Source: an optimization exercise on an open RTL-to-GDS flow (aim: small area, a short achievable clock period and few clock cycles per item). Production flows keep margins and buffers that such runs may drop. In this exercise RTL edits were held to simulation tests only and were not proved equivalent to the original.

== build 45 ==
Design tpaq_hasher, start of the top module:
module tpaq_hasher (
    input  wire         clk,
    input  wire         rst,
    input  wire         in_valid,
    output wire         in_ready,
    input  wire         in_op,
    input  wire [149:0] in_data,
    output reg          out_valid,
    output reg          out_err,
    output reg  [223:0] out_ctx,
    output reg  [31:0]  out_c4,
    output reg  [23:0]  out_h
);
Size: ~8700 cells after synthesis, about 440 I/O pins, about 110000 um2 of cells after synthesis.
export LEC_CHECK = 0
export CAP_MARGIN = 20
export CORE_MARGIN = 2
export CORE_UTILIZATION = 70
export SLEW_MARGIN = 20
create_clock -name core_clock -period 28.0 [get_ports {clk}]
standard.sh (not shown) runs the stock make flow with config.mk's settings and CLKGATE_MAP_FILE= SYNTH_SCRIPT=/design/flow/synth_recipe.tcl, a recipe that flattens the netlist after the stock synthesis.
==> flow/flow/run.sh <==
#!/bin/bash
# Standard layout with two changes:
#  - a netlist pass between synthesis and floorplan: flow/invpush.py removes
#    the inverters that synthesis leaves between full adders and xor gates
#    (a full adder is self-dual, so it can take its inputs inverted and give
#    its outputs inverted instead; an xor absorbs an inverted input by
#    becoming an xnor). Registers and all other cells stay as synthesized.
#  - the port buffers are plain buffers (buf_2) rather than delay cells.
#  - repair_timing aims beyond the period, and the clock tree uses no dummy loads.
# Each tool's output goes to its own log file here.
set -euo pipefail
R=orfs/results/${FLOW_PLATFORM}/tpaq_hasher/base
bash standard.sh synth > synth.log 2>&1
cp "$R/1_2_yosys.v" "$R/1_2_yosys_std.v"
python3 flow/invpush.py "$R/1_2_yosys_std.v" "$R/1_2_yosys.v" 3000000 > invpush.log 2>&1
rm -f "$R/1_synth.odb" "$R/1_synth.sdc"
bash standard.sh synth > synth_odb.log 2>&1
export BUFFER_PORTS_ARGS="-buffer_cell sky130_fd_sc_hd__buf_2"
# ask repair_timing for slack beyond the period, so that it speeds up the
# paths that set the achieved period
export SETUP_SLACK_MARGIN=21.2
# clock tree without dummy loads, with larger sink clusters (fewer buffers)
export CTS_ARGS="-sink_clustering_enable -repair_clock_nets -dont_use_dummy_load -sink_clustering_size 32 -sink_clustering_max_diameter 90"
bash standard.sh finish > layout.log 2>&1
Other scripts of this flow, unchanged in this note and not shown: flow/flow/invpush.py
Testbench counts of build 45, summed over its fixed seeds: cycles 32,032, items 32,000.
Inputs modified between build 45 and build 23:
diff --git a/flow/flow/run.sh b/flow/flow/run.sh
--- a/flow/flow/run.sh
+++ b/flow/flow/run.sh
@@ -7,5 +7,4 @@
 #    becoming an xnor). Registers and all other cells stay as synthesized.
 #  - the port buffers are plain buffers (buf_2) rather than delay cells.
-#  - repair_timing aims beyond the period, and the clock tree uses no dummy loads.
 # Each tool's output goes to its own log file here.
 set -euo pipefail
@@ -20,5 +19,3 @@
 # paths that set the achieved period
 export SETUP_SLACK_MARGIN=21.2
-# clock tree without dummy loads, with larger sink clusters (fewer buffers)
-export CTS_ARGS="-sink_clustering_enable -repair_clock_nets -dont_use_dummy_load -sink_clustering_size 32 -sink_clustering_max_diameter 90"
 bash standard.sh finish > layout.log 2>&1
Result for build 23 and build 45: all clean. Lower non-clock buffer count goes to build 23 over build 45. Of build 23 and build 45, the higher CTS clock-pin slew for the worst setup and hold paths belongs to build 45. The global-route usage reported for build 23 is greater than that of build 45 by 0.74 points. Going from build 45 to build 23, via count of the first global-routing pass rose about 2%, sum of met2 wire segment lengths after detailed routing rose by 2.6%. Compared to build 45, build 23 shows a narrower setup margin.
> inputs changed (build 23 -> build 9)
diff --git a/flow/flow/run.sh b/flow/flow/run.sh
--- a/flow/flow/run.sh
+++ b/flow/flow/run.sh
@@ -7,4 +7,5 @@
 #    becoming an xnor). Registers and all other cells stay as synthesized.
 #  - the port buffers are plain buffers (buf_2) rather than delay cells.
+#  - repair_timing aims beyond the period, and the clock tree uses no dummy loads.
 # Each tool's output goes to its own log file here.
 set -euo pipefail
@@ -19,3 +20,5 @@
 # paths that set the achieved period
 export SETUP_SLACK_MARGIN=21.2
+# clock tree without dummy loads, with larger sink clusters (fewer buffers)
+export CTS_ARGS="-sink_clustering_enable -repair_clock_nets -dont_use_dummy_load -sink_clustering_size 25 -sink_clustering_max_diameter 80"
 bash standard.sh finish > layout.log 2>&1
[summary]
Worst setup slack delta (build 9 − build 23): favourable. Build 23 -> build 9: total length of routed met3 wires decreased slightly. Ratio of final minimum period to clock period essentially unchanged between build 9 and build 23. A destination of the critical timing path of out_h[1] is what build 23 shows, while out_h[3] belongs to build 9. Number of filler cells placed in the layout on build 9 is up relative to build 23. Compared with build 23, count of clock buffers in the final design in build 9 decreased by more than a quarter. Delta (build 9 minus build 23): fraction of area in registers increased 0.33 points; routed wire length decreased 4.3 mm.

==> static timing again, ports no longer ideal <==
How much do the figures lean on ideal ports? The routed layouts below were timed once more, with nothing changed but the port constraints. Step 1: set_driving_cell puts a clkbuf_16 on clk and a buf_2 on each other input, an assumption about the parent block. Step 2 adds t to the input delays and takes it off the output delays; t is the mean of the earliest and latest rising clock arrival at the registers after step 1. Input paths then give back, and output paths get back, about the clock's delay inside the block. Three values: ideal ports, drivers, drivers and shift; two values: the first two.
run | t (ns) | slack for setup (ns) | hold slack, ns | clock arrival spread, ns
build 45 | 0.792 | 21.115 / 21.025 / 21.338 | 0.259 / 0.259 / 0.259 | 0.174 / 0.173
build 23 | 0.871 | 21.099 / 21.006 / 21.335 | 0.281 / 0.281 / 0.281 | 0.123 / 0.124
build 9 | 0.782 | 21.137 / 21.045 / 21.336 | 0.261 / 0.261 / 0.261 | 0.164 / 0.164
After both steps every run listed still meets setup and hold.
